This is an optimization exercise on Yosys and OpenROAD, whose aim is small area and a short achievable clock period, not a production implementation.
Only simulation tests tie the RTL to the original design; equivalence was not proved.
Power and IR drop assume default switching activity.

Setup of run G:
## zsab
module zsab #(
    parameter [31:0] PREHEAT_NOMINAL      = 32'd400,
    parameter [15:0] PWM_RANGE            = 16'd5000,
    parameter [7:0]  KIND_SUPPORTED       = 8'h01,
    parameter [15:0] RST_UART_DIV         = 16'd16,
    parameter [31:0] RST_FRAME_TIMEOUT_MS = 32'd20,
    parameter [31:0] RST_CONV_SETTLE_MS   = 32'd2,
    parameter [31:0] RST_PWM_BUDGET_MS    = 32'd100,
    parameter [15:0] RST_SCK_HALF         = 16'd4
) (
    input             clk,
    input             rst,
    input      [31:0] ms_now,
    input      [5:0]  bus_addr,
    input             bus_we,
    input             bus_re,
    input      [31:0] bus_wdata,
    output reg [31:0] bus_rdata,
    output            uart_tx,
    input             uart_rx,
    output            sbr_sck,
    output            sbr_cs_n,
    input             sbr_so,
    input             pwm_in,
    output            tmr_suspend,
    output reg        evt_done
);
    localparam [3:0] S_IDLE      = 4'd0,
                     S_SER_START = 4'd1,
                     S_SER_TX    = 4'd2,
                     S_SER_RX    = 4'd3,
                     S_SER_CHECK = 4'd4,
                     S_SBR_START = 4'd5,
                     S_SBR_TRIG  = 4'd6,
                     S_SBR_SETTLE= 4'd7,
  ...
Settings: LEC_CHECK=0, ABC_AREA=1, CAP_MARGIN=20, CORE_MARGIN=2, CORE_UTILIZATION=40, CTS_BUF_LIST=sky130_fd_sc_hd__clkbuf_4, CTS_CLUSTER_SIZE=30, SLEW_MARGIN=20; clock period 200.0 ns.
standard.sh (not shown) runs the stock make flow with config.mk's settings and CLKGATE_MAP_FILE= SYNTH_SCRIPT=/design/flow/synth_recipe.tcl, a recipe that flattens the netlist after the stock synthesis.
==> flow/flow/run.sh <==
#!/bin/bash
set -euo pipefail
here=$(pwd)
rm -rf "$here/scripts_mod"
cp -r "$FLOW_HOME/scripts" "$here/scripts_mod"
cp "$here/flow/abc_area.script" "$here/scripts_mod/abc_area.script"
bash standard.sh SCRIPTS_DIR="$here/scripts_mod" \
    "BUFFER_PORTS_ARGS=-buffer_cell sky130_fd_sc_hd__buf_2" SETUP_SLACK_MARGIN=117.5 \
    "CTS_ARGS=-sink_clustering_enable -repair_clock_nets -dont_use_dummy_load -sink_clustering_size 30 -buf_list sky130_fd_sc_hd__clkbuf_4" finish > "$here/standard.log" 2>&1
==> flow/flow/abc_area.script <==
strash
dch
map -B 0.5
topo
stime -c
buffer -c
dnsize -c
Run G | status: complete | timing, DRC, antenna: pass
diff inputs: run G => run P
--- a/flow/design.v
+++ b/flow/design.v
@@ -237,39 +237,41 @@
                     fin_s    = pwm_q[14];
                 end
             end
             S_CHK_START: begin
                 fin = 1'b1; fin_code = C_SUCCESS_UINT; fin_val = {9'd0, frame_chk};
             end
             default: ;
         endcase
     end
+    reg [31:0] rd_lo;
     always @* begin
-        case (bus_addr)
-            A_STATUS:      bus_rdata = {12'd0, rx_count, tmr_suspend, pst, seq,
-                                        1'b0, op, 1'b0, rej, done, busy};
-            A_RESULT:      bus_rdata = {{29{code[3]}}, code[2:0]};
-            A_VALUE:       bus_rdata = {{15{value_s}}, value_lo};
-            A_DEADLINE:    bus_rdata = warmup_deadline;
-            A_UART_DIV:    bus_rdata = {16'd0, uart_div};
-            A_FRAME_TO:    bus_rdata = frame_timeout_ms;
-            A_CONV_SETTLE: bus_rdata = conv_settle_ms;
-            A_PWM_BUDGET:  bus_rdata = pwm_budget_ms;
-            A_SCK_HALF:    bus_rdata = {16'd0, sck_half};
-            A_SBR_RAW:     bus_rdata = {16'd0, sbr_raw};
-            A_PWM_HIGH:    bus_rdata = pwm_high_ms;
-            A_PWM_LOW:     bus_rdata = pwm_low_ms;
-            A_FRAME0:      bus_rdata = {frame[3], frame[2], frame[1], frame[0]};
-            A_FRAME1:      bus_rdata = {frame[7], frame[6], frame[5], frame[4]};
-            A_FRAME2:      bus_rdata = {24'd0, frame[8]};
-            A_NOW:         bus_rdata = ms_now;
-            default:       bus_rdata = 32'd0;
+        case (bus_addr[3:0])
+            4'h1: rd_lo = {12'd0, rx_count, tmr_suspend, pst, seq,
+                           1'b0, op, 1'b0, rej, done, busy};
+            4'h2: rd_lo = {{29{code[3]}}, code[2:0]};
+            4'h3: rd_lo = {{15{value_s}}, value_lo};
+            4'h4: rd_lo = warmup_deadline;
+            4'h5: rd_lo = {16'd0, uart_div};
+            4'h6: rd_lo = frame_timeout_ms;
+            4'h7: rd_lo = conv_settle_ms;
+            4'h8: rd_lo = pwm_budget_ms;
+            4'h9: rd_lo = {16'd0, sck_half};
+            4'hA: rd_lo = {16'd0, sbr_raw};
+            4'hB: rd_lo = pwm_high_ms;
+            4'hC: rd_lo = pwm_low_ms;
+            4'hD: rd_lo = {frame[3], frame[2], frame[1], frame[0]};
+            4'hE: rd_lo = {frame[7], frame[6], frame[5], frame[4]};
+            4'hF: rd_lo = {24'd0, frame[8]};
+            default: rd_lo = 32'd0;
         endcase
+        bus_rdata = ((bus_addr[5:4] == 2'b00) ? rd_lo : 32'd0) |
+                    ((bus_addr == A_NOW) ? ms_now : 32'd0);
     end
     wire        cfg_we   = bus_we && !busy;
     wire [15:0] div_in   = (bus_wdata[15:2] == 14'd0) ? 16'd4 : bus_wdata[15:0];
     wire [15:0] half_in  = (bus_wdata[15:1] == 15'd0) ? 16'd2 : bus_wdata[15:0];
     wire [31:0] nrst32   = {32{!rst}};
     wire [31:0] rst32    = {32{rst}};
     always @(posedge clk)
         if (rst || (cfg_we && bus_addr == A_DEADLINE))
             warmup_deadline <= bus_wdata & nrst32;
==> run notes <==
- The run showing the smaller arrival time of the worst setup path is run P.
- [compare] base=run G new=run P: sequential share of layout area decreased 0.22 points, fraction of synthesized area in multiplexers essentially unchanged, worst hold slack moved down.
- Run P vs. run G: final core utilization barely changed; area overhead of the layout relative to synthesis shows no meaningful change; fraction of the cycle the final worst path needs now sits at about the same level; power went up about 4%; number of clock buffers in the layout shows an increase of 1.
- As far as cell depth of the worst min-delay path goes, run P and run G are indistinguishable; the numbers are identical.
- Of run G and run P, run P shows the lower initial standard-cell utilization of the core, with run G above it.
- Run G → run P: routed wire length on met2 climbed 1500 microns, die area moved up, total wire length grew by about 4%.

separate check: timing with driven ports:
The flow's constraints put no driver on any port. The routed layouts listed below were extracted and timed again, unchanged, in two steps.
Step 1: set_driving_cell puts a clkbuf_16 on clk and a buf_2 on each other input, an assumption about the parent block.
Step 2 moves the port delays by t, midway between the first and last clock arrival at a register: inputs arrive t later, outputs are due t later. That takes back most of the time a late clock gives input paths.
a / b / c = ideal ports / drivers / drivers and shift; a / b = the first two.
run	t (ns)	slack for setup (ns)	worst setup path after step 2	slew at the worst register clock pin (ns)
run G	0.972	117.403 / 117.374 / 117.374	input to output	0.07 / 0.07
run P	0.980	117.448 / 117.404 / 117.404	input to output	0.08 / 0.08
After both steps every run listed still meets setup and hold. For run P, which loses most, drivers alone change the setup slack by -0.044 ns; drivers and shift together by -0.044 ns.
